What follows belongs to an exercise in optimizing a design on an open flow for small area, a short achievable clock period and few clock cycles per item; a production flow would make more cautious choices. Function was not checked in any run shown here: the RTL went through the layout flow alone.

==> flow/design.v (outline; a module is shown in full before it is edited, if it fits) <==
// module fadd_a: 50 lines
// module fadd_s: 39 lines
// module fnorm: 23 lines
// module fmul_p: 11 lines
// module fmul_r: 27 lines
// module lfo_pfast: 36 lines
// module lfo_palign: 19 lines
// module mul24x24: 410 lines
// module lfo_cmul: 179 lines
// module lfo_idx: 40 lines
// module lfo_ss: 21 lines
// module lfo_sintab: 267 lines
// module lfo_tick: 384 lines
module lfo_tick (
    input  wire        clk,
    input  wire        rst,
    input  wire        cmd_valid,
    output wire        cmd_ready,
    input  wire [1:0]  cmd_op,
    input  wire [31:0] cmd_arg,
    input  wire [31:0] cmd_x0,
    input  wire [31:0] cmd_x1,
    output reg         res_valid,
    output reg  [31:0] res_y0,
    output reg  [31:0] res_y1,
    output reg  [31:0] res_mult,
    output reg  [31:0] res_sins,
    output reg  [31:0] res_phase
);
  // ...
==> flow/flow/run.sh <==
#!/bin/bash
set -euo pipefail
MARGIN=$(cat flow/margin.txt)
bash standard.sh SETUP_SLACK_MARGIN=$MARGIN finish > layout.log 2>&1
==> flow/flow/margin.txt <==
17
==> flow/standard.sh <==
#!/bin/bash
# synth_recipe.tcl (not shown) runs the flow's synth.tcl, then flattens the netlist and writes it again
# the make line also repeats each setting of config.mk as NAME=value (left out here)
make -C /OpenROAD-flow-scripts/flow DESIGN_CONFIG=/design/flow/config.mk WORK_HOME=/design/flow/orfs CLKGATE_MAP_FILE= SYNTH_SCRIPT=/design/flow/synth_recipe.tcl "${@:-finish}"
==> flow/config.mk <==
export PLATFORM = sky130hd
export DESIGN_NAME = lfo_tick
export DESIGN_NICKNAME = lfo_tick
export VERILOG_FILES = /design/flow/design.v
export SDC_FILE = /design/flow/constraint.sdc
export NUM_CORES = 8
export LEC_CHECK = 0
export ABC_AREA = 1
export CAP_MARGIN = 20
export CORE_MARGIN = 2
export CORE_UTILIZATION = 30
export SLEW_MARGIN = 20
export SYNTH_MEMORY_MAX_BITS = 65536
==> flow/constraint.sdc <==
create_clock -name core_clock -period 24.0 [get_ports {clk}]
set_input_delay 4.8000 -clock core_clock [delete_from_list [all_inputs] [get_ports {clk}]]
set_output_delay 4.8000 -clock core_clock [all_outputs]
set_load 0.01 [all_outputs]
==> out/results.ini, run 1 <==
[outcome]
status = finished clean

[logic_synthesis]
yosysMostFrequentCell = nand2_1
synthCells = 20800
ys.warnings.count = 5
mappedNetlistArea_sq_um = 150000
netlist.area_leader.share = 0.247

[job]
maxCapViolCount = 0

[hold_path]
hold_path_depth = 0

[detailed_routing]
via_per_inst = 5.33
wl_per_cell_um = 22.1
dr.pass1.iters = 9

[die]
row_count = 259

[sta]
worst_slack_ns = 16.39
min_period_ns = 7.61
worst_pin_slew_ns = 1.29

[final_layout]
seqCellArea_sq_um = 37200
clock_buffers = 265
top_regs = gp4 (48), y0p8 (48), y1p8 (48)
num-nonclk-buffers = 1489

[grt]
grt_pass1_wl_um = 913000
antenna_found_initial = 28
use_met1 = 0.303

[worst_setup_path]
startpoint_type = register
required_ns = 24.75

[cts]
clkLatencyLatePin_ns = 0.96
cts_tree = done

==> module lfo_palign, before the edit <==
module lfo_palign (
    input  wire [31:0] a,
    input  wire [31:0] b,
    output wire [25:0] ar,
    output wire        st,
    output wire        ok
);
    wire        anz = |a[30:23];
    wire        bnz = |b[30:23];
    wire [7:0]  ea  = {a[30:24], a[23] | ~anz};
    wire [7:0]  eb  = {b[30:24], b[23] | ~bnz};
    wire [23:0] mb  = {bnz, b[22:0]};
    wire [8:0]  d   = {1'b0, ea} - {1'b0, eb};
    wire [4:0]  dc  = (d[7:0] > 8'd26) ? 5'd26 : d[4:0];
    assign ar = {mb, 2'b00} >> dc;
    wire [4:0]  dl  = (dc > 5'd2) ? (dc - 5'd2) : 5'd0;
    assign st = |(mb & ~(24'hFFFFFF << dl));
    assign ok = ~d[8] & (a[31] == b[31]) & ~(&a[30:23]) & ~(&b[30:23]);
endmodule
==> module lfo_idx, before the edit <==
module lfo_idx (
    input  wire [25:0] pr,
    input  wire        lz,
    input  wire [7:0]  e,         
    input  wire        sgn,
    input  wire        spec,      
    output wire [7:0]  j,
    output wire        full,
    output wire        sn,
    output wire        bad
);
    wire        hi  = pr[25];
    wire [23:0] tr  = hi ? pr[25:2] : pr[24:1];
    wire        g   = hi ? pr[1] : pr[0];
    wire        st  = hi ? (pr[0] | ~lz) : ~lz;
    wire        rnd = g & (st | tr[0]);
    wire [24:0] t   = {1'b0, tr} + {24'd0, rnd};
    wire signed [9:0] sh = 10'sd143 - $signed({2'b00, e}) - $signed({9'd0, hi});
    wire signed [9:0] u  = sh + 10'sd10;
    reg  [9:0]  ilo;
    reg         frac;
    always @(*) begin
        if (u <= 10'sd0) begin
            ilo = 10'd0;
            frac = 1'b0;
        end else if (u >= 10'sd35) begin
            ilo = 10'd0;
            frac = (t != 25'd0);
        end else begin
            ilo = ({t, 10'd0} >> u[5:0]);
            frac = (sh > 10'sd0) && ((t & ~(25'h1FFFFFF << sh[4:0])) != 25'd0);
        end
    end
    wire [9:0] n = ilo + {9'd0, sgn & frac};
    assign full = n[8] & (n[7:0] == 8'd0);
    assign j    = n[8] ? (8'd0 - n[7:0]) : n[7:0];
    assign sn   = n[9] ^ sgn;
    wire [8:0] te = {1'b0, e} + 9'd7 + {8'd0, hi} + {8'd0, t[24]};
    assign bad  = spec | (te >= 9'd255);
endmodule
==> module lfo_ss, before the edit <==
module lfo_ss (
    input  wire [7:0]  j,
    input  wire        full,
    input  wire        sn,
    input  wire        bad,
    output wire [31:0] ss
);
    wire [30:0] q;
    wire [4:0]  qlz;
    lfo_sintab u_tab (.idx(j), .val(q), .lz(qlz));   
    wire        prn = q[7] & ((|q[6:0]) | q[8]);
    wire [24:0] pr  = {2'b01, q[30:8]} + {24'd0, prn};
    wire [31:0] ssp = (full | pr[24]) ? 32'h3F800000 : {1'b0, 8'd126, pr[22:0]};
    wire [31:0] x   = 32'h80000000 - {1'b0, q};
    wire [31:0] xn  = x << qlz;
    wire        nrn = xn[7] & ((|xn[6:0]) | xn[8]);
    wire [24:0] nr  = {1'b0, xn[31:8]} + {24'd0, nrn};
    wire [7:0]  ne  = 8'd126 - {3'd0, qlz} + {7'd0, nr[24]};
    wire [31:0] ssn = full ? 32'd0 : {1'b0, ne, nr[24] ? 23'd0 : nr[22:0]};
    assign ss = bad ? 32'h7FC00000 : (sn ? ssn : ssp);
endmodule
==> module lfo_tick, before the edit <==
module lfo_tick (
    input  wire        clk,
    input  wire        rst,
    input  wire        cmd_valid,
    output wire        cmd_ready,
    input  wire [1:0]  cmd_op,
    input  wire [31:0] cmd_arg,
    input  wire [31:0] cmd_x0,
    input  wire [31:0] cmd_x1,
    output reg         res_valid,
    output reg  [31:0] res_y0,
    output reg  [31:0] res_y1,
    output reg  [31:0] res_mult,
    output reg  [31:0] res_sins,
    output reg  [31:0] res_phase
);
    localparam [1:0] OP_TICK  = 2'd0;
    localparam [1:0] OP_PINC  = 2'd1;
    localparam [1:0] OP_PHASE = 2'd2;
    localparam [31:0] ONE_F      = 32'h3F800000;
    localparam [31:0] NEG_TWO_PI = 32'hC0C90FDB;
    localparam [30:0] TWO_PI_M   = 31'h40C90FDB;
    localparam [31:0] QNAN       = 32'h7FC00000;
    localparam [2:0] P_IDLE = 3'd0;    
    localparam [2:0] P_SB   = 3'd1;    
    localparam [2:0] P_WA   = 3'd2;    
    localparam [2:0] P_WB   = 3'd3;    
    localparam [2:0] P_AL   = 3'd4;    
    reg  [2:0]  pst;
    reg  [31:0] phase, pinc;
    reg  [31:0] opb;       
    reg  [25:0] par;       
    reg         pst_k;     
    reg         pok;       
    assign cmd_ready = (pst == P_IDLE);
    wire tick = cmd_valid & (pst == P_IDLE) & (cmd_op == OP_TICK);
    wire [31:0] pf_y;
    wire [1:0]  pf_k;
    wire        pf_ge, pf_ovf;
    lfo_pfast u_pf (.a(phase), .ar(par), .st(pst_k), .y(pf_y), .k(pf_k), .ge(pf_ge), .ovf(pf_ovf));
    wire [27:0] pa_s;
    wire [7:0]  pa_el;
    wire        pa_sl, pa_sr, pa_sub, pa_nan, pa_inf, pa_infs, pa_zs;
    fadd_a u_pa (.a(phase), .b(opb), .s(pa_s), .ml(), .ar(), .st(), .el(pa_el), .sl(pa_sl),
                 .sr(pa_sr), .sub(pa_sub), .nan(pa_nan), .inf(pa_inf), .infs(pa_infs), .zs(pa_zs));
    reg  [27:0] sv_s;
    reg  [7:0]  sv_el;
    reg         sv_sl, sv_sr, sv_sub, sv_nan, sv_inf, sv_infs, sv_zs;
    always @(posedge clk) begin
        sv_s    <= pa_s;
        sv_el   <= pa_el;
        sv_sl   <= pa_sl;
        sv_sr   <= pa_sr;
        sv_sub  <= pa_sub;
        sv_nan  <= pa_nan;
        sv_inf  <= pa_inf;
        sv_infs <= pa_infs;
        sv_zs   <= pa_zs;
    end
    wire [31:0] ps_y;
    fadd_s u_ps (.s(sv_s), .el(sv_el), .sl(sv_sl), .sr(sv_sr), .sub(sv_sub), .nan(sv_nan),
                 .inf(sv_inf), .infs(sv_infs), .zs(sv_zs), .y(ps_y));
    wire ps_ge = ~ps_y[31] & (ps_y[30:0] >= TWO_PI_M) & ~((&ps_y[30:23]) & (|ps_y[22:0]));
    wire [25:0] al_ar;
    wire        al_st, al_ok;
    lfo_palign u_al (.a(phase), .b(pinc), .ar(al_ar), .st(al_st), .ok(al_ok));
    reg [2:0]  pst_n;
    reg [31:0] phase_n, pinc_n;
    always @(*) begin
        pst_n   = pst;
        phase_n = phase;
        pinc_n  = pinc;
        case (pst)
            P_IDLE: begin
                if (cmd_valid) begin
                    case (cmd_op)
                        OP_TICK: begin
                            if (pok) begin
                                phase_n = pf_y;
                                pst_n   = pf_ge ? P_WA : P_IDLE;
                            end else begin
                                pst_n   = P_SB;
                            end
                        end
                        OP_PINC: begin
                            pinc_n = cmd_arg;
                            pst_n  = P_AL;
                        end
                        OP_PHASE: begin
                            phase_n = cmd_arg;
                            pst_n   = P_AL;
                        end
                        default: ;
                    endcase
                end
            end
            P_SB: begin
                phase_n = ps_y;
                pst_n   = ps_ge ? P_WA : P_AL;
            end
            P_WA: pst_n = P_WB;
            P_WB: begin
                phase_n = ps_y;
                pst_n   = P_AL;
            end
            default: pst_n = P_IDLE;
        endcase
    end
    wire [25:0] par_k = (pf_k == 2'd0) ? par :
                        (pf_k == 2'd1) ? {1'b0, par[25:1]} : {2'b00, par[25:2]};
    wire        pst_kk = pst_k | ((pf_k != 2'd0) & par[0]) | ((pf_k == 2'd2) & par[1]);
    always @(posedge clk) begin
        if (rst) begin
            pst   <= P_IDLE;
            phase <= 32'h00000000;
            pinc  <= 32'h00000000;
            opb   <= 32'h00000000;
            pok   <= 1'b1;
            par   <= 26'd0;
            pst_k <= 1'b0;
        end else begin
            pst   <= pst_n;
            phase <= phase_n;
            pinc  <= pinc_n;
            opb   <= (pst_n == P_WA) ? NEG_TWO_PI : pinc_n;
            if (pst == P_AL) begin
                par   <= al_ar;
                pst_k <= al_st;
                pok   <= al_ok;
            end else if (tick) begin
                par   <= par_k;
                pst_k <= pst_kk;
                pok   <= pok & ~pf_ovf;
            end
        end
    end
    reg [31:0] h1, h2, h3, h4, h5, h6, h7;
    always @(posedge clk) begin
        h1 <= phase;
        h2 <= h1;
        h3 <= h2;
        h4 <= h3;
        h5 <= h4;
        h6 <= h5;
        h7 <= h6;
    end
    reg v1, v2, v3, v4, v5, v6, v7, v8;
    always @(posedge clk) begin
        if (rst) begin
            v1 <= 1'b0; v2 <= 1'b0; v3 <= 1'b0; v4 <= 1'b0;
            v5 <= 1'b0; v6 <= 1'b0; v7 <= 1'b0; v8 <= 1'b0;
            res_valid <= 1'b0;
        end else begin
            v1 <= tick; v2 <= v1; v3 <= v2; v4 <= v3;
            v5 <= v4; v6 <= v5; v7 <= v6; v8 <= v7;
            res_valid <= v8;
        end
    end
    reg s1, s2, s3, s4, s5, s6, s7, s8;
    reg r1, r2, r3, r4, r5, r6, r7, r8;
    wire        ph_nz = |phase[30:23];
    wire [47:0] prod;
    lfo_cmul u_cm (.a({ph_nz, phase[22:0]}), .p(prod));
    reg [25:0] pr1;
    reg        lz1, sg1, sp1;
    reg [7:0]  e1;
    reg [31:0] g1, x01, x11;
    always @(posedge clk) begin
        pr1 <= prod[47:22];
        lz1 <= ~(|phase[21:0]);           
        e1  <= {phase[30:24], phase[23] | ~ph_nz};
        sg1 <= phase[31];
        sp1 <= &phase[30:23];
        g1  <= cmd_arg;
        x01 <= cmd_x0;
        x11 <= cmd_x1;
        s1  <= ~pok;
        r1  <= pok & pf_ge;
    end
    wire [7:0] j_w;
    wire       full_w, sn_w, bad_w;
    lfo_idx u_idx (.pr(pr1), .lz(lz1), .e(e1), .sgn(sg1), .spec(sp1), .j(j_w), .full(full_w),
                   .sn(sn_w), .bad(bad_w));
    wire [27:0] oa_s;
    wire [7:0]  oa_el;
    wire        oa_sl, oa_sr, oa_sub, oa_nan, oa_inf, oa_infs, oa_zs;
    fadd_a u_oa (.a(ONE_F), .b({~g1[31], g1[30:0]}), .s(oa_s), .ml(), .ar(), .st(), .el(oa_el),
                 .sl(oa_sl), .sr(oa_sr), .sub(oa_sub), .nan(oa_nan), .inf(oa_inf), .infs(oa_infs),
                 .zs(oa_zs));
    reg [7:0]  j2;
    reg        full2, sn2, bad2;
    reg [31:0] g2, x02, x12;
    reg [27:0] oa_s2;
    reg [7:0]  oa_el2;
    reg        oa_sl2, oa_sr2, oa_sub2, oa_nan2, oa_inf2, oa_infs2, oa_zs2;
    always @(posedge clk) begin
        j2       <= j_w;
        full2    <= full_w;
        sn2      <= sn_w;
        bad2     <= bad_w;
        g2       <= g1;
        x02      <= x01;
        x12      <= x11;
        oa_s2    <= oa_s;
        oa_el2   <= oa_el;
        oa_sl2   <= oa_sl;
        oa_sr2   <= oa_sr;
        oa_sub2  <= oa_sub;
        oa_nan2  <= oa_nan;
        oa_inf2  <= oa_inf;
        oa_infs2 <= oa_infs;
        oa_zs2   <= oa_zs;
        s2       <= s1;
        r2       <= r1 | ((pst == P_SB) & ps_ge);
    end
    wire [31:0] ss_w;
    lfo_ss u_ss (.j(j2), .full(full2), .sn(sn2), .bad(bad2), .ss(ss_w));
    wire [31:0] omg_w;
    fadd_s u_of (.s(oa_s2), .el(oa_el2), .sl(oa_sl2), .sr(oa_sr2), .sub(oa_sub2), .nan(oa_nan2),
                 .inf(oa_inf2), .infs(oa_infs2), .zs(oa_zs2), .y(omg_w));
    wire signed [9:0] ge_w;
    wire [23:0] gm_w;
    wire        gnan_w, ginf_w, gzero_w;
    fnorm u_gn (.a(g2), .e(ge_w), .m(gm_w), .nan(gnan_w), .inf(ginf_w), .zero(gzero_w));
    reg [31:0] ss3, omg3, x03, x13;
    reg signed [9:0] ge3;
    reg [23:0] gm3;
    reg        gs3, gnan3, ginf3, gzero3;
    always @(posedge clk) begin
        ss3    <= ss_w;
        omg3   <= omg_w;
        x03    <= x02;
        x13    <= x12;
        ge3    <= ge_w;
        gm3    <= gm_w;
        gs3    <= g2[31];
        gnan3  <= gnan_w;
        ginf3  <= ginf_w;
        gzero3 <= gzero_w;
        s3     <= s2;
        r3     <= r2;
    end
    wire [47:0]        gp_w;
    wire signed [10:0] ge0_w;
    fmul_p u_gp (.ea(ge3), .ma(gm3), .eb({2'b00, ss3[30:23]}), .mb({1'b1, ss3[22:0]}),
                 .p(gp_w), .e0(ge0_w));
    wire ss_nan  = &ss3[30:23];
    wire ss_zero = ~(|ss3[30:0]);
    reg [47:0]        gp4;
    reg signed [10:0] ge04;
    reg               gsg4, gqn4, gin4, gzr4;
    reg [31:0]        ss4, omg4, x04, x14;
    always @(posedge clk) begin
        gp4  <= gp_w;
        ge04 <= ge0_w;
        gsg4 <= gs3;
        gqn4 <= gnan3 | ss_nan | (ginf3 & ss_zero);
        gin4 <= ginf3;
        gzr4 <= gzero3 | ss_zero;
        ss4  <= ss3;
        omg4 <= omg3;
        x04  <= x03;
        x14  <= x13;
        s4   <= s3;
        r4   <= r3;
    end
    wire [31:0] gsr_w;
    fmul_r u_gr (.s(gsg4), .p(gp4), .e0(ge04), .y(gsr_w));
    wire [31:0] gs_w = gqn4 ? QNAN :
                       gin4 ? {gsg4, 8'hFF, 23'd0} :
                       gzr4 ? {gsg4, 31'd0} :
                       gsr_w;
    reg [31:0] gs5, omg5, ss5, x05, x15;
    always @(posedge clk) begin
        gs5  <= gs_w;
        omg5 <= omg4;
        ss5  <= ss4;
        x05  <= x04;
        x15  <= x14;
        s5   <= s4;
        r5   <= r4;
    end
    wire [27:0] ma_s;
    wire [7:0]  ma_el;
    wire        ma_sl, ma_sr, ma_sub, ma_nan, ma_inf, ma_infs, ma_zs;
    fadd_a u_ma (.a(omg5), .b(gs5), .s(ma_s), .ml(), .ar(), .st(), .el(ma_el), .sl(ma_sl),
                 .sr(ma_sr), .sub(ma_sub), .nan(ma_nan), .inf(ma_inf), .infs(ma_infs), .zs(ma_zs));
    reg [27:0] ma_s6;
    reg [7:0]  ma_el6;
    reg        ma_sl6, ma_sr6, ma_sub6, ma_nan6, ma_inf6, ma_infs6, ma_zs6;
    reg [31:0] ss6, x06, x16;
    always @(posedge clk) begin
        ma_s6    <= ma_s;
        ma_el6   <= ma_el;
        ma_sl6   <= ma_sl;
        ma_sr6   <= ma_sr;
        ma_sub6  <= ma_sub;
        ma_nan6  <= ma_nan;
        ma_inf6  <= ma_inf;
        ma_infs6 <= ma_infs;
        ma_zs6   <= ma_zs;
        ss6      <= ss5;
        x06      <= x05;
        x16      <= x15;
        s6       <= s5;
        r6       <= r5;
    end
    wire [31:0] m_w;
    fadd_s u_mf (.s(ma_s6), .el(ma_el6), .sl(ma_sl6), .sr(ma_sr6), .sub(ma_sub6), .nan(ma_nan6),
                 .inf(ma_inf6), .infs(ma_infs6), .zs(ma_zs6), .y(m_w));
    wire signed [9:0] x0e_w, x1e_w;
    wire [23:0] x0m_w, x1m_w;
    wire        x0nan_w, x0inf_w, x0zero_w, x1nan_w, x1inf_w, x1zero_w;
    fnorm u_x0n (.a(x06), .e(x0e_w), .m(x0m_w), .nan(x0nan_w), .inf(x0inf_w), .zero(x0zero_w));
    fnorm u_x1n (.a(x16), .e(x1e_w), .m(x1m_w), .nan(x1nan_w), .inf(x1inf_w), .zero(x1zero_w));
    reg [31:0] m7, ss7;
    reg signed [9:0] x0e7, x1e7;
    reg [23:0] x0m7, x1m7;
    reg        x0s7, x1s7, x0nan7, x0inf7, x0zero7, x1nan7, x1inf7, x1zero7;
    always @(posedge clk) begin
        m7      <= m_w;
        ss7     <= ss6;
        x0e7    <= x0e_w;
        x1e7    <= x1e_w;
        x0m7    <= x0m_w;
        x1m7    <= x1m_w;
        x0s7    <= x06[31];
        x1s7    <= x16[31];
        x0nan7  <= x0nan_w;
        x0inf7  <= x0inf_w;
        x0zero7 <= x0zero_w;
        x1nan7  <= x1nan_w;
        x1inf7  <= x1inf_w;
        x1zero7 <= x1zero_w;
        s7      <= s6;
        r7      <= r6;
    end
    wire m_nan  = (&m7[30:23]) & (|m7[22:0]);
    wire m_inf  = (&m7[30:23]) & ~(|m7[22:0]);
    wire m_zero = ~(|m7[30:0]);
    wire [47:0]        y0p_w, y1p_w;
    wire signed [10:0] y0e_w, y1e_w;
    fmul_p u_y0p (.ea(x0e7), .ma(x0m7), .eb({2'b00, m7[30:23]}), .mb({1'b1, m7[22:0]}),
                  .p(y0p_w), .e0(y0e_w));
    fmul_p u_y1p (.ea(x1e7), .ma(x1m7), .eb({2'b00, m7[30:23]}), .mb({1'b1, m7[22:0]}),
                  .p(y1p_w), .e0(y1e_w));
    reg [47:0]        y0p8, y1p8;
    reg signed [10:0] y0e8, y1e8;
    reg               y0s8, y1s8, y0qn8, y1qn8, y0in8, y1in8, y0zr8, y1zr8;
    reg [31:0]        m8, ss8;
    always @(posedge clk) begin
        y0p8  <= y0p_w;
        y1p8  <= y1p_w;
        y0e8  <= y0e_w;
        y1e8  <= y1e_w;
        y0s8  <= x0s7 ^ m7[31];
        y1s8  <= x1s7 ^ m7[31];
        y0qn8 <= x0nan7 | m_nan | (x0inf7 & m_zero) | (x0zero7 & m_inf);
        y1qn8 <= x1nan7 | m_nan | (x1inf7 & m_zero) | (x1zero7 & m_inf);
        y0in8 <= x0inf7 | m_inf;
        y1in8 <= x1inf7 | m_inf;
        y0zr8 <= x0zero7 | m_zero;
        y1zr8 <= x1zero7 | m_zero;
        m8    <= m7;
        ss8   <= ss7;
        s8    <= s7;
        r8    <= r7;
    end
    wire [31:0] y0r_w, y1r_w;
    fmul_r u_y0r (.s(y0s8), .p(y0p8), .e0(y0e8), .y(y0r_w));
    fmul_r u_y1r (.s(y1s8), .p(y1p8), .e0(y1e8), .y(y1r_w));
    always @(posedge clk) begin
        res_y0   <= y0qn8 ? QNAN : y0in8 ? {y0s8, 8'hFF, 23'd0} : y0zr8 ? {y0s8, 31'd0} : y0r_w;
        res_y1   <= y1qn8 ? QNAN : y1in8 ? {y1s8, 8'hFF, 23'd0} : y1zr8 ? {y1s8, 31'd0} : y1r_w;
        res_mult <= m8;
        res_sins <= ss8;
        case ({r8, s8})
            2'b00:   res_phase <= h7;
            2'b01:   res_phase <= h6;
            2'b10:   res_phase <= h5;
            default: res_phase <= h4;
        endcase
    end
endmodule
==> run 2, diff against run 1 <==
--- a/flow/design.v
+++ b/flow/design.v
@@ -1,12 +1,48 @@
-module fadd_a (
+module fadd_pre (
     input  wire [31:0] a,
     input  wire [31:0] b,
-    output wire [27:0] s,
-    output wire [23:0] ml,
+    output wire        swp,      
+    output wire [4:0]  dd        
+);
+    wire        anz = |a[30:23];
+    wire        bnz = |b[30:23];
+    wire [7:0]  ea  = {a[30:24], a[23] | ~anz};
+    wire [7:0]  eb  = {b[30:24], b[23] | ~bnz};
+    assign swp = b[30:0] > a[30:0];
+    wire [7:0]  dab = ea - eb;
+    wire [7:0]  dba = eb - ea;
+    wire [7:0]  d   = swp ? dba : dab;
+    assign dd = (d > 8'd26) ? 5'd26 : d[4:0];
+endmodule
+module falign (
+    input  wire [23:0] m,
+    input  wire [4:0]  d,
     output wire [25:0] ar,
-    output wire        st,
+    output wire        st
+);
+    assign ar = {m, 2'b00} >> d;
+    wire [4:0] dl = (d > 5'd2) ? (d - 5'd2) : 5'd0;
+    assign st = |(m & ~(24'hFFFFFF << dl));
+endmodule
+module flzc27 (
+    input  wire [26:0] s,
+    output reg  [4:0]  lz
+);
+    integer i;
+    always @(*) begin
+        lz = 5'd27;
+        for (i = 0; i < 27; i = i + 1)
+            if (s[i]) lz = 26 - i;
+    end
+endmodule
+module fadd_x (
+    input  wire [31:0] a,
+    input  wire [31:0] b,
+    input  wire        swp,
+    input  wire [4:0]  dd,
+    output wire [27:0] s,        
+    output wire [4:0]  lz,
     output wire [7:0]  el,
-    output wire        sl,
-    output wire        sr,
+    output wire        sg,
     output wire        sub,
     output wire        nan,
@@ -17,41 +53,30 @@
     wire a_max = &a[30:23];
     wire b_max = &b[30:23];
-    wire a_fz  = ~(|a[22:0]);
-    wire b_fz  = ~(|b[22:0]);
-    wire a_inf = a_max & a_fz;
-    wire b_inf = b_max & b_fz;
-    assign nan  = (a_max & ~a_fz) | (b_max & ~b_fz) | (a_inf & b_inf & (a[31] ^ b[31]));
+    wire a_inf = a_max & ~(|a[22:0]);
+    wire b_inf = b_max & ~(|b[22:0]);
+    assign nan  = (a_max & (|a[22:0])) | (b_max & (|b[22:0])) | (a_inf & b_inf & (a[31] ^ b[31]));
     assign inf  = a_inf | b_inf;
     assign infs = a_inf ? a[31] : b[31];
     assign zs   = a[31] & b[31];
     assign sub  = a[31] ^ b[31];
-    wire        anz = |a[30:23];
-    wire        bnz = |b[30:23];
-    wire [7:0]  ea = {a[30:24], a[23] | ~anz};
-    wire [7:0]  eb = {b[30:24], b[23] | ~bnz};
-    wire [23:0] ma = {anz, a[22:0]};
-    wire [23:0] mb = {bnz, b[22:0]};
-    wire [8:0]  dab = {1'b0, ea} - {1'b0, eb};
-    wire [8:0]  dba = {1'b0, eb} - {1'b0, ea};
-    wire        bgt = dab[8];
-    assign el = bgt ? eb : ea;
-    assign sl = bgt ? b[31] : a[31];
-    assign sr = bgt ? a[31] : b[31];
-    assign ml = bgt ? mb : ma;
-    wire [23:0] mr = bgt ? ma : mb;
-    wire [7:0]  d  = bgt ? dba[7:0] : dab[7:0];
-    wire [4:0]  dc = (d > 8'd26) ? 5'd26 : d[4:0];
-    assign ar = {mr, 2'b00} >> dc;
-    wire [4:0]  dl = (dc > 5'd2) ? (dc - 5'd2) : 5'd0;
-    assign st = |(mr & ~(24'hFFFFFF << dl));
-    wire [27:0] av = {1'b0, ml, 3'b000};
+    wire [31:0] l = swp ? b : a;
+    wire [31:0] r = swp ? a : b;
+    wire        lnz = |l[30:23];
+    wire        rnz = |r[30:23];
+    assign el = {l[30:24], l[23] | ~lnz};
+    assign sg = l[31];
+    wire [25:0] ar;
+    wire        st;
+    falign u_al (.m({rnz, r[22:0]}), .d(dd), .ar(ar), .st(st));
+    wire [27:0] av = {1'b0, lnz, l[22:0], 3'b000};
     wire [27:0] bv = {1'b0, ar, st};
     assign s = sub ? (av - bv) : (av + bv);
+    flzc27 u_lz (.s(s[26:0]), .lz(lz));
 endmodule
-module fadd_s (
+module fadd_y (
     input  wire [27:0] s,
+    input  wire [4:0]  lz,
     input  wire [7:0]  el,
-    input  wire        sl,
-    input  wire        sr,
+    input  wire        sg,
     input  wire        sub,
     input  wire        nan,
@@ -61,21 +86,11 @@
     output wire [31:0] y
 );
-    wire        neg = sub & s[27];
-    wire [27:0] sa  = neg ? (28'd0 - s) : s;
-    wire        sg  = neg ? sr : sl;
-    wire        co  = ~sub & s[27];
-    reg  [4:0]  lz;
-    integer i;
-    always @(*) begin
-        lz = 5'd27;
-        for (i = 0; i < 27; i = i + 1)
-            if (sa[i]) lz = 26 - i;
-    end
+    wire        co   = ~sub & s[27];
     wire [7:0]  elm1 = el - 8'd1;
-    wire [4:0]  k  = ({3'd0, lz} > elm1) ? elm1[4:0] : lz;
-    wire [26:0] sh = sa[26:0] << k;
-    wire [23:0] mant = co ? sa[27:4] : sh[26:3];
-    wire        g    = co ? sa[3] : sh[2];
-    wire        st   = co ? (|sa[2:0]) : (|sh[1:0]);
+    wire [4:0]  k    = ({3'd0, lz} > elm1) ? elm1[4:0] : lz;
+    wire [26:0] sh   = s[26:0] << k;
+    wire [23:0] mant = co ? s[27:4] : sh[26:3];
+    wire        g    = co ? s[3] : sh[2];
+    wire        st   = co ? (|s[2:0]) : (|sh[1:0]);
     wire [7:0]  ef   = co ? (el + 8'd1) : (mant[23] ? (el - {3'd0, k}) : 8'd0);
     wire        rnd  = g & (st | mant[0]);
@@ -84,5 +99,5 @@
     assign y = nan ? 32'h7FC00000 :
                inf ? {infs, 8'hFF, 23'd0} :
-               (sa == 28'd0) ? {zs, 31'd0} :
+               (s == 28'd0) ? {zs, 31'd0} :
                ovf ? {sg, 8'hFF, 23'd0} :
                {sg, mag};
@@ -185,22 +200,70 @@
     assign ge  = ~a[31] & (ovf | (co ? ge1 : ge0));
 endmodule
+module lfo_walign (
+    input  wire [7:0]  e,
+    output wire [25:0] ar,
+    output wire        st
+);
+    wire [7:0] d  = e - 8'd129;
+    wire [4:0] dc = (d > 8'd26) ? 5'd26 : d[4:0];
+    falign u_al (.m(24'hC90FDB), .d(dc), .ar(ar), .st(st));
+endmodule
+module lfo_pslow (
+    input  wire [31:0] p,
+    input  wire [31:0] q,
+    input  wire [25:0] ar,
+    input  wire        st,
+    input  wire        pswp,
+    input  wire        wrap,
+    output wire [27:0] s,
+    output wire [4:0]  lz,
+    output wire [7:0]  el,
+    output wire        sg,
+    output wire        sub,
+    output wire        nan,
+    output wire        inf,
+    output wire        infs,
+    output wire        zs
+);
+    wire p_max = &p[30:23];
+    wire q_max = &q[30:23];
+    wire p_inf = p_max & ~(|p[22:0]);
+    wire q_inf = q_max & ~(|q[22:0]);
+    wire pnz = |p[30:23];
+    wire qnz = |q[30:23];
+    wire [7:0] ep = {p[30:24], p[23] | ~pnz};
+    wire [7:0] eq = {q[30:24], q[23] | ~qnz};
+    wire [25:0] war;
+    wire        wst;
+    lfo_walign u_w (.e(ep), .ar(war), .st(wst));
+    wire        tq = ~wrap & pswp;           
+    assign nan  = ~wrap & ((p_max & (|p[22:0])) | (q_max & (|q[22:0])) | (p_inf & q_inf & (p[31] ^ q[31])));
+    assign inf  = p_inf | (~wrap & q_inf);
+    assign infs = ~wrap & (p_inf ? p[31] : q[31]);
+    assign zs   = ~wrap & p[31] & q[31];
+    assign sub  = wrap | (p[31] ^ q[31]);
+    assign sg   = ~wrap & (tq ? q[31] : p[31]);
+    assign el   = tq ? eq : ep;
+    wire [23:0] ml = tq ? {qnz, q[22:0]} : {pnz, p[22:0]};
+    wire [25:0] a2 = wrap ? war : ar;
+    wire        s2 = wrap ? wst : st;
+    wire [27:0] av = {1'b0, ml, 3'b000};
+    wire [27:0] bv = {1'b0, a2, s2};
+    assign s = sub ? (av - bv) : (av + bv);
+    flzc27 u_lz (.s(s[26:0]), .lz(lz));
+endmodule
 module lfo_palign (
-    input  wire [31:0] a,
-    input  wire [31:0] b,
+    input  wire [31:0] p,
+    input  wire [31:0] q,
     output wire [25:0] ar,
     output wire        st,
+    output wire        pswp,
     output wire        ok
 );
-    wire        anz = |a[30:23];
-    wire        bnz = |b[30:23];
-    wire [7:0]  ea  = {a[30:24], a[23] | ~anz};
-    wire [7:0]  eb  = {b[30:24], b[23] | ~bnz};
-    wire [23:0] mb  = {bnz, b[22:0]};
-    wire [8:0]  d   = {1'b0, ea} - {1'b0, eb};
-    wire [4:0]  dc  = (d[7:0] > 8'd26) ? 5'd26 : d[4:0];
-    assign ar = {mb, 2'b00} >> dc;
-    wire [4:0]  dl  = (dc > 5'd2) ? (dc - 5'd2) : 5'd0;
-    assign st = |(mb & ~(24'hFFFFFF << dl));
-    assign ok = ~d[8] & (a[31] == b[31]) & ~(&a[30:23]) & ~(&b[30:23]);
+    wire [4:0] dd;
+    fadd_pre u_pre (.a(p), .b(q), .swp(pswp), .dd(dd));
+    wire [23:0] mr = pswp ? {|p[30:23], p[22:0]} : {|q[30:23], q[22:0]};
+    falign u_al (.m(mr), .d(dd), .ar(ar), .st(st));
+    assign ok = ~pswp & (p[31] == q[31]) & ~(&p[30:23]) & ~(&q[30:23]);
 endmodule
 module mul24x24(input [23:0] a, input [23:0] b, output [47:0] p);
@@ -799,7 +862,5 @@
     input  wire        sgn,
     input  wire        spec,      
-    output wire [7:0]  j,
-    output wire        full,
-    output wire        sn,
+    output wire [9:0]  n,
     output wire        bad
 );
@@ -826,18 +887,17 @@
         end
     end
-    wire [9:0] n = ilo + {9'd0, sgn & frac};
-    assign full = n[8] & (n[7:0] == 8'd0);
-    assign j    = n[8] ? (8'd0 - n[7:0]) : n[7:0];
-    assign sn   = n[9] ^ sgn;
+    assign n = ilo + {9'd0, sgn & frac};
     wire [8:0] te = {1'b0, e} + 9'd7 + {8'd0, hi} + {8'd0, t[24]};
     assign bad  = spec | (te >= 9'd255);
 endmodule
 module lfo_ss (
-    input  wire [7:0]  j,
-    input  wire        full,
-    input  wire        sn,
+    input  wire [9:0]  n,
+    input  wire        sgn,
     input  wire        bad,
     output wire [31:0] ss
 );
+    wire        full = n[8] & (n[7:0] == 8'd0);
+    wire [7:0]  j    = n[8] ? (8'd0 - n[7:0]) : n[7:0];
+    wire        sn   = n[9] ^ sgn;
     wire [30:0] q;
     wire [4:0]  qlz;
@@ -1141,5 +1201,4 @@
     localparam [1:0] OP_PHASE = 2'd2;
     localparam [31:0] ONE_F      = 32'h3F800000;
-    localparam [31:0] NEG_TWO_PI = 32'hC0C90FDB;
     localparam [30:0] TWO_PI_M   = 31'h40C90FDB;
     localparam [31:0] QNAN       = 32'h7FC00000;
@@ -1150,11 +1209,34 @@
     localparam [2:0] P_AL   = 3'd4;    
     reg  [2:0]  pst;
+    reg         rdy;
+    reg         cv;
+    reg  [1:0]  c_op;
+    reg  [31:0] c_arg, c_x0, c_x1;
+    assign cmd_ready = rdy;
+    wire acc = cmd_valid & rdy;
+    wire go  = cv & (pst == P_IDLE);
+    wire go_tick = go & (c_op == OP_TICK);
+    reg  [2:0]  pst_n;
+    wire cv_n = acc | (cv & ~go);
+    always @(posedge clk) begin
+        if (rdy) begin
+            c_op  <= cmd_op;
+            c_arg <= cmd_arg;
+            c_x0  <= cmd_x0;
+            c_x1  <= cmd_x1;
+        end
+        if (rst) begin
+            cv  <= 1'b0;
+            rdy <= 1'b1;
+        end else begin
+            cv  <= cv_n;
+            rdy <= ~cv_n | (pst_n == P_IDLE);
+        end
+    end
     reg  [31:0] phase, pinc;
-    reg  [31:0] opb;       
     reg  [25:0] par;       
     reg         pst_k;     
+    reg         pswp;      
     reg         pok;       
-    assign cmd_ready = (pst == P_IDLE);
-    wire tick = cmd_valid & (pst == P_IDLE) & (cmd_op == OP_TICK);
     wire [31:0] pf_y;
     wire [1:0]  pf_k;
@@ -1162,16 +1244,19 @@
     lfo_pfast u_pf (.a(phase), .ar(par), .st(pst_k), .y(pf_y), .k(pf_k), .ge(pf_ge), .ovf(pf_ovf));
     wire [27:0] pa_s;
+    wire [4:0]  pa_lz;
     wire [7:0]  pa_el;
-    wire        pa_sl, pa_sr, pa_sub, pa_nan, pa_inf, pa_infs, pa_zs;
-    fadd_a u_pa (.a(phase), .b(opb), .s(pa_s), .ml(), .ar(), .st(), .el(pa_el), .sl(pa_sl),
-                 .sr(pa_sr), .sub(pa_sub), .nan(pa_nan), .inf(pa_inf), .infs(pa_infs), .zs(pa_zs));
+    wire        pa_sg, pa_sub, pa_nan, pa_inf, pa_infs, pa_zs;
+    lfo_pslow u_pa (.p(phase), .q(pinc), .ar(par), .st(pst_k), .pswp(pswp), .wrap(pst == P_WA),
+                    .s(pa_s), .lz(pa_lz), .el(pa_el), .sg(pa_sg), .sub(pa_sub), .nan(pa_nan),
+                    .inf(pa_inf), .infs(pa_infs), .zs(pa_zs));
     reg  [27:0] sv_s;
+    reg  [4:0]  sv_lz;
     reg  [7:0]  sv_el;
-    reg         sv_sl, sv_sr, sv_sub, sv_nan, sv_inf, sv_infs, sv_zs;
+    reg         sv_sg, sv_sub, sv_nan, sv_inf, sv_infs, sv_zs;
     always @(posedge clk) begin
         sv_s    <= pa_s;
+        sv_lz   <= pa_lz;
         sv_el   <= pa_el;
-        sv_sl   <= pa_sl;
-        sv_sr   <= pa_sr;
+        sv_sg   <= pa_sg;
         sv_sub  <= pa_sub;
         sv_nan  <= pa_nan;
@@ -1181,11 +1266,10 @@
     end
     wire [31:0] ps_y;
-    fadd_s u_ps (.s(sv_s), .el(sv_el), .sl(sv_sl), .sr(sv_sr), .sub(sv_sub), .nan(sv_nan),
+    fadd_y u_ps (.s(sv_s), .lz(sv_lz), .el(sv_el), .sg(sv_sg), .sub(sv_sub), .nan(sv_nan),
                  .inf(sv_inf), .infs(sv_infs), .zs(sv_zs), .y(ps_y));
     wire ps_ge = ~ps_y[31] & (ps_y[30:0] >= TWO_PI_M) & ~((&ps_y[30:23]) & (|ps_y[22:0]));
     wire [25:0] al_ar;
-    wire        al_st, al_ok;
-    lfo_palign u_al (.a(phase), .b(pinc), .ar(al_ar), .st(al_st), .ok(al_ok));
-    reg [2:0]  pst_n;
+    wire        al_st, al_swp, al_ok;
+    lfo_palign u_al (.p(phase), .q(pinc), .ar(al_ar), .st(al_st), .pswp(al_swp), .ok(al_ok));
     reg [31:0] phase_n, pinc_n;
     always @(*) begin
@@ -1195,6 +1279,6 @@
         case (pst)
             P_IDLE: begin
-                if (cmd_valid) begin
-                    case (cmd_op)
+                if (cv) begin
+                    case (c_op)
                         OP_TICK: begin
                             if (pok) begin
@@ -1206,9 +1290,9 @@
                         end
                         OP_PINC: begin
-                            pinc_n = cmd_arg;
+                            pinc_n = c_arg;
                             pst_n  = P_AL;
                         end
                         OP_PHASE: begin
-                            phase_n = cmd_arg;
+                            phase_n = c_arg;
                             pst_n   = P_AL;
                         end
@@ -1237,6 +1321,6 @@
             phase <= 32'h00000000;
             pinc  <= 32'h00000000;
-            opb   <= 32'h00000000;
             pok   <= 1'b1;
+            pswp  <= 1'b0;
             par   <= 26'd0;
             pst_k <= 1'b0;
@@ -1245,13 +1329,13 @@
             phase <= phase_n;
             pinc  <= pinc_n;
-            opb   <= (pst_n == P_WA) ? NEG_TWO_PI : pinc_n;
             if (pst == P_AL) begin
                 par   <= al_ar;
                 pst_k <= al_st;
+                pswp  <= al_swp;
                 pok   <= al_ok;
-            end else if (tick) begin
+            end else if (go_tick & pok) begin
                 par   <= par_k;
                 pst_k <= pst_kk;
-                pok   <= pok & ~pf_ovf;
+                pok   <= ~pf_ovf;
             end
         end
@@ -1274,5 +1358,5 @@
             res_valid <= 1'b0;
         end else begin
-            v1 <= tick; v2 <= v1; v3 <= v2; v4 <= v3;
+            v1 <= go_tick; v2 <= v1; v3 <= v2; v4 <= v3;
             v5 <= v4; v6 <= v5; v7 <= v6; v8 <= v7;
             res_valid <= v8;
@@ -1294,72 +1378,74 @@
         sg1 <= phase[31];
         sp1 <= &phase[30:23];
-        g1  <= cmd_arg;
-        x01 <= cmd_x0;
-        x11 <= cmd_x1;
+        g1  <= c_arg;
+        x01 <= c_x0;
+        x11 <= c_x1;
         s1  <= ~pok;
         r1  <= pok & pf_ge;
     end
-    wire [7:0] j_w;
-    wire       full_w, sn_w, bad_w;
-    lfo_idx u_idx (.pr(pr1), .lz(lz1), .e(e1), .sgn(sg1), .spec(sp1), .j(j_w), .full(full_w),
-                   .sn(sn_w), .bad(bad_w));
-    wire [27:0] oa_s;
-    wire [7:0]  oa_el;
-    wire        oa_sl, oa_sr, oa_sub, oa_nan, oa_inf, oa_infs, oa_zs;
-    fadd_a u_oa (.a(ONE_F), .b({~g1[31], g1[30:0]}), .s(oa_s), .ml(), .ar(), .st(), .el(oa_el),
-                 .sl(oa_sl), .sr(oa_sr), .sub(oa_sub), .nan(oa_nan), .inf(oa_inf), .infs(oa_infs),
-                 .zs(oa_zs));
-    reg [7:0]  j2;
-    reg        full2, sn2, bad2;
+    wire [9:0] n_w;
+    wire       bad_w;
+    lfo_idx u_idx (.pr(pr1), .lz(lz1), .e(e1), .sgn(sg1), .spec(sp1), .n(n_w), .bad(bad_w));
+    wire       oswp_w;
+    wire [4:0] odd_w;
+    fadd_pre u_op (.a(ONE_F), .b({~g1[31], g1[30:0]}), .swp(oswp_w), .dd(odd_w));
+    reg [9:0]  n2;
+    reg        sg2, bad2, oswp2;
+    reg [4:0]  odd2;
     reg [31:0] g2, x02, x12;
-    reg [27:0] oa_s2;
-    reg [7:0]  oa_el2;
-    reg        oa_sl2, oa_sr2, oa_sub2, oa_nan2, oa_inf2, oa_infs2, oa_zs2;
     always @(posedge clk) begin
-        j2       <= j_w;
-        full2    <= full_w;
-        sn2      <= sn_w;
-        bad2     <= bad_w;
-        g2       <= g1;
-        x02      <= x01;
-        x12      <= x11;
-        oa_s2    <= oa_s;
-        oa_el2   <= oa_el;
-        oa_sl2   <= oa_sl;
-        oa_sr2   <= oa_sr;
-        oa_sub2  <= oa_sub;
-        oa_nan2  <= oa_nan;
-        oa_inf2  <= oa_inf;
-        oa_infs2 <= oa_infs;
-        oa_zs2   <= oa_zs;
-        s2       <= s1;
-        r2       <= r1 | ((pst == P_SB) & ps_ge);
+        n2    <= n_w;
+        sg2   <= sg1;
+        bad2  <= bad_w;
+        oswp2 <= oswp_w;
+        odd2  <= odd_w;
+        g2    <= g1;
+        x02   <= x01;
+        x12   <= x11;
+        s2    <= s1;
+        r2    <= r1 | ((pst == P_SB) & ps_ge);
     end
     wire [31:0] ss_w;
-    lfo_ss u_ss (.j(j2), .full(full2), .sn(sn2), .bad(bad2), .ss(ss_w));
-    wire [31:0] omg_w;
-    fadd_s u_of (.s(oa_s2), .el(oa_el2), .sl(oa_sl2), .sr(oa_sr2), .sub(oa_sub2), .nan(oa_nan2),
-                 .inf(oa_inf2), .infs(oa_infs2), .zs(oa_zs2), .y(omg_w));
+    lfo_ss u_ss (.n(n2), .sgn(sg2), .bad(bad2), .ss(ss_w));
+    wire [27:0] oa_s;
+    wire [4:0]  oa_lz;
+    wire [7:0]  oa_el;
+    wire        oa_sg, oa_sub, oa_nan, oa_inf, oa_infs, oa_zs;
+    fadd_x u_oa (.a(ONE_F), .b({~g2[31], g2[30:0]}), .swp(oswp2), .dd(odd2), .s(oa_s), .lz(oa_lz),
+                 .el(oa_el), .sg(oa_sg), .sub(oa_sub), .nan(oa_nan), .inf(oa_inf), .infs(oa_infs),
+                 .zs(oa_zs));
     wire signed [9:0] ge_w;
     wire [23:0] gm_w;
     wire        gnan_w, ginf_w, gzero_w;
     fnorm u_gn (.a(g2), .e(ge_w), .m(gm_w), .nan(gnan_w), .inf(ginf_w), .zero(gzero_w));
-    reg [31:0] ss3, omg3, x03, x13;
+    reg [31:0] ss3, x03, x13;
+    reg [27:0] oa_s3;
+    reg [4:0]  oa_lz3;
+    reg [7:0]  oa_el3;
+    reg        oa_sg3, oa_sub3, oa_nan3, oa_inf3, oa_infs3, oa_zs3;
     reg signed [9:0] ge3;
     reg [23:0] gm3;
     reg        gs3, gnan3, ginf3, gzero3;
     always @(posedge clk) begin
-        ss3    <= ss_w;
-        omg3   <= omg_w;
-        x03    <= x02;
-        x13    <= x12;
-        ge3    <= ge_w;
-        gm3    <= gm_w;
-        gs3    <= g2[31];
-        gnan3  <= gnan_w;
-        ginf3  <= ginf_w;
-        gzero3 <= gzero_w;
-        s3     <= s2;
-        r3     <= r2;
+        ss3      <= ss_w;
+        x03      <= x02;
+        x13      <= x12;
+        oa_s3    <= oa_s;
+        oa_lz3   <= oa_lz;
+        oa_el3   <= oa_el;
+        oa_sg3   <= oa_sg;
+        oa_sub3  <= oa_sub;
+        oa_nan3  <= oa_nan;
+        oa_inf3  <= oa_inf;
+        oa_infs3 <= oa_infs;
+        oa_zs3   <= oa_zs;
+        ge3      <= ge_w;
+        gm3      <= gm_w;
+        gs3      <= g2[31];
+        gnan3    <= gnan_w;
+        ginf3    <= ginf_w;
+        gzero3   <= gzero_w;
+        s3       <= s2;
+        r3       <= r2;
     end
     wire [47:0]        gp_w;
@@ -1369,4 +1455,7 @@
     wire ss_nan  = &ss3[30:23];
     wire ss_zero = ~(|ss3[30:0]);
+    wire [31:0] omg_w;
+    fadd_y u_of (.s(oa_s3), .lz(oa_lz3), .el(oa_el3), .sg(oa_sg3), .sub(oa_sub3), .nan(oa_nan3),
+                 .inf(oa_inf3), .infs(oa_infs3), .zs(oa_zs3), .y(omg_w));
     reg [47:0]        gp4;
     reg signed [10:0] ge04;
@@ -1381,5 +1470,5 @@
         gzr4 <= gzero3 | ss_zero;
         ss4  <= ss3;
-        omg4 <= omg3;
+        omg4 <= omg_w;
         x04  <= x03;
         x14  <= x13;
@@ -1393,28 +1482,37 @@
                        gzr4 ? {gsg4, 31'd0} :
                        gsr_w;
+    wire       mswp_w;
+    wire [4:0] mdd_w;
+    fadd_pre u_mp (.a(omg4), .b(gs_w), .swp(mswp_w), .dd(mdd_w));
     reg [31:0] gs5, omg5, ss5, x05, x15;
+    reg        mswp5;
+    reg [4:0]  mdd5;
     always @(posedge clk) begin
-        gs5  <= gs_w;
-        omg5 <= omg4;
-        ss5  <= ss4;
-        x05  <= x04;
-        x15  <= x14;
-        s5   <= s4;
-        r5   <= r4;
+        gs5   <= gs_w;
+        omg5  <= omg4;
+        mswp5 <= mswp_w;
+        mdd5  <= mdd_w;
+        ss5   <= ss4;
+        x05   <= x04;
+        x15   <= x14;
+        s5    <= s4;
+        r5    <= r4;
     end
     wire [27:0] ma_s;
+    wire [4:0]  ma_lz;
     wire [7:0]  ma_el;
-    wire        ma_sl, ma_sr, ma_sub, ma_nan, ma_inf, ma_infs, ma_zs;
-    fadd_a u_ma (.a(omg5), .b(gs5), .s(ma_s), .ml(), .ar(), .st(), .el(ma_el), .sl(ma_sl),
-                 .sr(ma_sr), .sub(ma_sub), .nan(ma_nan), .inf(ma_inf), .infs(ma_infs), .zs(ma_zs));
+    wire        ma_sg, ma_sub, ma_nan, ma_inf, ma_infs, ma_zs;
+    fadd_x u_ma (.a(omg5), .b(gs5), .swp(mswp5), .dd(mdd5), .s(ma_s), .lz(ma_lz), .el(ma_el),
+                 .sg(ma_sg), .sub(ma_sub), .nan(ma_nan), .inf(ma_inf), .infs(ma_infs), .zs(ma_zs));
     reg [27:0] ma_s6;
+    reg [4:0]  ma_lz6;
     reg [7:0]  ma_el6;
-    reg        ma_sl6, ma_sr6, ma_sub6, ma_nan6, ma_inf6, ma_infs6, ma_zs6;
+    reg        ma_sg6, ma_sub6, ma_nan6, ma_inf6, ma_infs6, ma_zs6;
     reg [31:0] ss6, x06, x16;
     always @(posedge clk) begin
         ma_s6    <= ma_s;
+        ma_lz6   <= ma_lz;
         ma_el6   <= ma_el;
-        ma_sl6   <= ma_sl;
-        ma_sr6   <= ma_sr;
+        ma_sg6   <= ma_sg;
         ma_sub6  <= ma_sub;
         ma_nan6  <= ma_nan;
@@ -1429,5 +1527,5 @@
     end
     wire [31:0] m_w;
-    fadd_s u_mf (.s(ma_s6), .el(ma_el6), .sl(ma_sl6), .sr(ma_sr6), .sub(ma_sub6), .nan(ma_nan6),
+    fadd_y u_mf (.s(ma_s6), .lz(ma_lz6), .el(ma_el6), .sg(ma_sg6), .sub(ma_sub6), .nan(ma_nan6),
                  .inf(ma_inf6), .infs(ma_infs6), .zs(ma_zs6), .y(m_w));
     wire signed [9:0] x0e_w, x1e_w;
==> run 2 against run 1 <==
  * Synthesized cell count decreased by 0.80%
  * Register-to-register slack better by 0.56 ns
  * Clock skew up 0.022 ns
  * Critical path type unchanged
  * Core utilization fell by 3.3 points
  * Routed wire length decreased by 7.3%
  * Largest cell class unchanged
  * Die area up 0.40%
  * Sequential share of layout area grew 2.8 points
  * Sequential cell count is 34 higher
  * Setup slack better by 0.56 ns
==> out/results.ini, run 2 <==
[logic_synthesis]
netlist_top_cells_area = dfxtp_1, fa_1, nand2_1, xor2_1, inv_1
synth_ff_type = dfxtp_1
synthCells = 20600  ; -0.80%
synthArstFlopShare = 0
netlist.area_leader.share = 0.238  ; -0.00949
yosysMostFrequentCell = nand2_1
seq_area_frac_synth = 0.257
ys.warnings.count = 5  ; unchanged
synth_seq_cells = 1887
synth-edff-count = 98
yosysTopAreaCell = dfxtp_1
synth_cell_types = 101
mappedNetlistArea_sq_um = 151000  ; +0.40%
avgSynthCellArea_sq_um = 7.31
synth_common_cells = nand2_1, inv_1, dfxtp_1

[die]
core_area_sq_um = 501000
initial_utilization = 0.301
row_count = 260  ; +0.39%
fp.dieW_um = 712
io_pins = 263
die_area_sq_um = 507000
die_h_um = 712

[hold_path]
hold_path_class = register to register
hold_path_depth = 0  ; unchanged
hp-start = x01[8]$_DFF_P_
whs_endpoint = x02[8]$_DFF_P_

[final_layout]
nets = 22300
final_cells = 27500
final_common_cell = nand2_1
fillers = 53300
top_regs = gp4 (48), y0p8 (48), y1p8 (48)
area_growth_pct = 13.2
drive_above_1_share = 0.0726
layout_common_cells = nand2_1, inv_1, dfxtp_1, o21ai_0, nor2_1

[worst_setup_path]
reg2reg_to = mdd5[4]$_SDFF_PN1_
critical_path.most_common_cell = buf_6
worst_ep_arrival_time_ns = 7.81
startpoint_type = register
required_ns = 24.76  ; about the same
critPathKind = register to register
critPathCaptureType = register
worstReg2RegStart = ge04[6]$_DFF_P_
crit_slowest_cell = o21ai_0
cp_num_buf_inv = 8
cp_slowest_stage_delay_ns = 0.43
crit_path_start = ge04[6]$_DFF_P_
reg2reg_slack_ns = 16.96
worstPathMaxFanout = 13
cp_top_family = simple AND/OR/NAND/NOR gates
r2r_cells = 41

[detailed_routing]
dr.max_layer_used = met5
drt-initial-drc-count = 13800
wl_met3_um = 45000
wl_met2_um = 263000
drt_wl_total_um = 583000
via_count = 144000
drc_errors = 0
ant_nets = 0
via_per_inst = 5.24  ; -1.7%
wl_per_cell_um = 21.2  ; -4.1%
dr.pass1.iters = 7  ; -2
met1_length_um = 238000

[cts]
clkLatencyLatePin_ns = 0.98  ; +0.02 ns
cts_max_path_buffers = 4
ctsHoldBuffers = 0
cts_sinks = 1887
clockRootBuffer = clkbuf_16
cts_tree = done
cts_made_buffers = 216
htree_levels = 4
path_clk_slew_ns = 0.06

[sta]
tns_ns = 0
worst_pin_slew_ns = 1.27  ; -0.0208 ns
fmax_ghz = 0.142
hold_viol = 0
min_period_ns = 7.04  ; -0.561 ns
fin_hold_ws_ns = 0.288
clock_skew_ns = 0.110
slew-limit-headroom = 0.144
rsz0062_at_grt = true
setup_viol = 0
slew_viol_final = 0
finalCritPeriodShare = 0.294

[place]
dp_hpwl_um = 439000
globalplace.congestion = 1.04
port_buffers = 261
place_inst = 26900

[job]
maxCapViolCount = 0  ; unchanged

[grt]
grt_max_degree = 93
grt_use_total = 0.219
grt_pass1_wl_um = 863000  ; -5.5%
grt_overflow_total = 0
grt_pass1_vias = 138000
antenna_found_initial = 41  ; +46%

[outcome]
status = finished clean

## run 2: cell families (layout without fill, tap and decap cells)
kind of cell / count (synthesis) / count (layout) / share of synthesized area
other: 1 / 24 / 0.0000249
and+or+nand+nor: 7211 / 7218 / 0.203
xor gates and xnor gates: 1365 / 1365 / 0.0797
AOI/OAI and AO/OA: 4493 / 4497 / 0.174
muxes: 45 / 45 / 0.00299
DFF: 1887 / 1887 / 0.257
buffers and inverters: 3960 / 4109 / 0.103
adders and majority gates: 1639 / 1639 / 0.181
## run 2: area by class of cell
type	instances	area, sq um	area share
Clock buffer	274	6030	0.0354
Timing Repair inverter	12	70.1	0.000411
Inverter	3026	11600	0.0679
Clock inverter	128	1560	0.00916
Timing Repair Buffer	669	6130	0.0360
Multi-Input combinational cell	14800	97700	0.573
Antenna cell	23	57.6	0.000338
Tap cell	6681	8360	0.0491
Sequential cell	1887	38900	0.228
## run 2: worst max path at each step
stage	end	slack [ns]	depth (start not counted)
finish	mdd5[4]$_SDFF_PN1_	16.96	41
floorplan	sv_lz[2]$_SDFF_PP0_	17.28	44
global placement	ss3[25]$_SDFF_PP1_	14.99	36
detailed placement	ss3[25]$_SDFF_PP1_	15.01	36
CTS	ss3[25]$_SDFF_PP1_	16.96	38
global route	mdd5[4]$_SDFF_PN1_	16.59	46
## run 2: repair_timing
action | CTS | global route
cloned | 14 | 15
resized for setup | 201 | 324
endpoints found under the setup margin | 126 | 126
pin swaps | 23 | 75
setup buffers | 63 | 95
## run 2: routing by layer
layer,up-vias,track usage
met1,68400,0.275
li1,67700,-
met2,6321,0.354
met5,-,0
met3,1479,0.0375
met4,8,0.123
## run 2: per-stage QoR
stage,worst slack [ns],area [sq um],util
global placement,14.99,159000,0.318
global route,16.59,170000,0.340
detailed placement,15.01,159000,0.318
floorplan,17.28,151000,-
finish,16.96,170000,0.340
CTS,16.96,168000,0.336
==> run 3, diff against run 2 <==
==> flow/flow/margin.txt (replaced) <==
17.6
==> run 3 against run 2 <==
  * Design area up 2.6%
  * Register-to-register slack better by 0.40 ns
  * Sequential cell count unchanged
  * Worst hold slack better by 0.0012 ns
  * Setup slack better by 0.40 ns
  * Synthesized cell count unchanged
  * Routed wire length up 3.8%
  * Die area unchanged
  * Final cell count up 0.90%
  * Critical endpoint is now mdd5[3]$_SDFF_PN1_
  * Largest cell class unchanged
  * Highest routed layer unchanged
==> out/results.ini, run 3 <==
[outcome]
status = finished clean

[grt]
grt_overflow_total = 0  ; unchanged
grt_pass1_vias = 140000  ; +1.6%
grt_pass1_wl_um = 882000  ; +2.2%
grt_max_degree = 94  ; +1.1%
antenna_found_initial = 36  ; -12%
grt_use_total = 0.224  ; +0.00566

[place]
globalplace.congestion = 1.03  ; -1.0%
port_buffers = 261  ; unchanged
dp_hpwl_um = 445000  ; +1.2%
place_area_sq_um = 160000  ; about the same
pre_cts_ws_ns = 15.35  ; +0.338 ns

[logic_synthesis]
synth_seq_cells = 1887  ; unchanged
synthSimpleGateAreaFrac = 0.203  ; unchanged
seq_area_frac_synth = 0.257  ; unchanged
synthCells = 20600  ; unchanged
netlist_top_cells_area = dfxtp_1, fa_1, nand2_1, xor2_1, inv_1
synthXorXnorAreaFrac = 0.0797  ; unchanged
yosysMostFrequentCell = nand2_1
synthAdderAreaFrac = 0.181  ; unchanged
synth_top_family_by_area = simple AND/OR/NAND/NOR gates
synth-edff-count = 98  ; unchanged
synth_mux_area_frac = 0.00299  ; unchanged
netlist.area_leader.share = 0.238  ; unchanged
synthArstFlopShare = 0  ; unchanged
mappedNetlistArea_sq_um = 151000  ; unchanged
synth_compound_gate_area_share = 0.174  ; unchanged
synth_ff_type = dfxtp_1
synth_cell_types = 101  ; unchanged
yosysTopAreaCell = dfxtp_1
synth_common_cells = nand2_1, inv_1, dfxtp_1
avgSynthCellArea_sq_um = 7.31  ; unchanged
ys.warnings.count = 5  ; unchanged

[worst_setup_path]
critical_path.most_common_cell = nand2_1
critPathKind = register to register
worst_ep_arrival_time_ns = 7.38  ; -0.43 ns
crit_slowest_cell = a221oi_1
worstPathMaxFanout = 17  ; +4
critPathCaptureType = register
required_ns = 24.74  ; -0.02 ns
cp_slowest_stage_delay_ns = 0.55  ; +0.12 ns
startpoint_type = register

[final_layout]
multiInputGateArea_sq_um = 99600  ; +1.9%
area_growth_pct = 16.1
seqCellArea_sq_um = 38900  ; +0.15%
top_regs = gp4 (48), y0p8 (48), y1p8 (48)
final_common_cell = nand2_1
layout_common_cells = nand2_1, inv_1, dfxtp_1, o21ai_0, nor2_1
final_area_sq_um = 175000  ; +2.6%
drive_above_1_share = 0.102  ; +0.0292
nets = 22600  ; +1.2%
post-route-util = 0.349  ; +0.00876
fillers = 53000  ; -0.54%

[die]
core_area_sq_um = 501000  ; unchanged
initial_utilization = 0.301  ; unchanged
fp.dieW_um = 712  ; unchanged
die_area_sq_um = 507000  ; unchanged
die_h_um = 712  ; unchanged
io_pins = 263  ; unchanged
row_count = 260  ; unchanged

[hold_path]
hold_path_class = register to register

[sta]
slew_viol_final = 0  ; unchanged
slew-limit-headroom = 0.183  ; +0.0386
clock_skew_ns = 0.126  ; +0.0160 ns
min_period_ns = 6.65  ; -0.398 ns
finalCritPeriodShare = 0.277  ; -0.0166
fmax_ghz = 0.150  ; +6.0%
rsz0062_at_grt = true
tns_ns = 0  ; unchanged
hold_viol = 0  ; unchanged
setup_viol = 0  ; unchanged
worst_slack_ns = 17.35  ; +0.398 ns
worst_pin_slew_ns = 1.22  ; -0.0575 ns

[detailed_routing]
via_count = 146000  ; +1.7%
ant_nets = 0  ; unchanged
via_per_inst = 5.28  ; +0.75%
drc_errors = 0  ; unchanged
drt_wl_total_um = 605000  ; +3.8%
wl_met2_um = 273000  ; +4.1%
drt-initial-drc-count = 13800  ; +0.41%
wl_per_cell_um = 21.8  ; +2.8%
met1_length_um = 242000  ; +1.7%
wl_met3_um = 46800  ; +4.1%
dr.pass1.iters = 8  ; +1
dr.max_layer_used = met5

[cts]
cts_tree = done
cts_sinks = 1887  ; unchanged
cts_made_buffers = 212  ; -1.9%
path_clk_slew_ns = 0.06  ; about the same
htree_levels = 4  ; unchanged
ctsHoldBuffers = 0  ; unchanged
clockRootBuffer = clkbuf_16
cts_max_path_buffers = 4  ; unchanged
clkLatencyLatePin_ns = 0.98  ; about the same

[job]
maxCapViolCount = 0  ; unchanged

## run 3: cell families (layout without fill, tap and decap cells)
| logic type | Yosys count | in the layout |
|---|---|---|
| compound gates | 4493 | 4497 |
| buf+inv | 3960 | 4356 |
| flops | 1887 | 1887 |
| mux | 45 | 45 |
| simple gates | 7211 | 7223 |
| other cells | 1 | 20 |
| xor+xnor | 1365 | 1365 |
| fa+ha+maj | 1639 | 1639 |
## run 3: layout make-up
cell class	instances	share of cell area
timing repair buffer	926	0.0500
inverter	3026	0.0672
antenna	19	0.000272
timing repair inverter	21	0.000781
clock inverter	110	0.00743
sequential	1887	0.223
clock buffer	273	0.0337
tap	6681	0.0478
multi-input combinational	14800	0.570
## run 3: final timing paths
| kind | start | to | slack [ns] | depth (start not counted) |
|---|---|---|---|---|
| min reg2reg | omg4[15]$_SDFF_PP0_ | omg5[15]$_DFF_P_ | 0.29 | 0 |
| max | ge04[0]$_DFF_P_ | mdd5[3]$_SDFF_PN1_ | 17.35 | 33 |
| max reg2reg | ge04[0]$_DFF_P_ | mdd5[3]$_SDFF_PN1_ | 17.35 | 33 |
| min | omg4[15]$_SDFF_PP0_ | omg5[15]$_DFF_P_ | 0.29 | 0 |
## run 3: critical path: cells and delay by family (launching register included)
| family | cells | cell delay [ns] |
|---|---|---|
| AO/OA/AOI/OAI | 11 | 2.83 |
| AND/OR/NAND/NOR | 14 | 1.32 |
| buffers and inverters | 5 | 1.18 |
| adder cells (fa/ha/maj) | 2 | 0.58 |
| flip-flops | 1 | 0.37 |
| XOR/XNOR | 1 | 0.21 |
## run 3: per-stage QoR
stage,instances,hold slack (ns)
floorplan,20600,0.310
global placement,26900,0.311
detailed placement,26900,0.312
CTS,27500,0.294
global route,27700,0.301
finish,27700,0.289
## run 3: metal layers
metal,global-route usage,vias to the layer above
li1,-,68300
met1,0.281,69400
met2,0.366,6781
met3,0.0341,1812
met4,0.131,14
met5,0,-
## run 3: timing repair
action                                  4_1_cts  5_1_grt
setup buffers                               203      184
resized for setup                           826      645
pin swaps                                    93      187
gates cloned                                 35       30
endpoints found under the setup margin      366      178

[afterwards: timing with drivers on the ports]
The flow's constraints put no driver on any port. The routed layouts listed below were extracted and timed again, unchanged, in two steps.
Step 1 (the two cells are an assumption about what drives the block):
set clk [get_ports {clk}]
set_driving_cell -lib_cell sky130_fd_sc_hd__clkbuf_16 $clk
set_driving_cell -lib_cell sky130_fd_sc_hd__buf_2 [delete_from_list [all_inputs] $clk]
Step 2 moves the port delays by t, midway between the first and last clock arrival at a register: inputs arrive t later, outputs are due t later. That takes back most of the time a late clock gives input paths.
a / b / c = no drivers / after step 1 / after step 2; a / b = the first two.
| run | t, ns | slack for setup (ns) | hold WS [ns] | worst setup path after step 2 | clock arrival spread, ns |
|---|---|---|---|---|---|
| run 1 | 1.051 | 16.395 / 16.395 / 16.078 | 0.298 / 0.298 / 0.298 | input to register | 0.104 / 0.104 |
| run 2 | 1.030 | 16.956 / 16.956 / 16.956 | 0.288 / 0.288 / 0.288 | register to register | 0.127 / 0.127 |
| run 3 | 1.024 | 17.354 / 17.354 / 17.354 | 0.289 / 0.289 / 0.289 | register to register | 0.145 / 0.145 |
After both steps setup and hold are still met in every run listed. For run 1, which loses most, drivers alone change the setup slack by 0.000 ns; drivers and shift together by -0.317 ns.
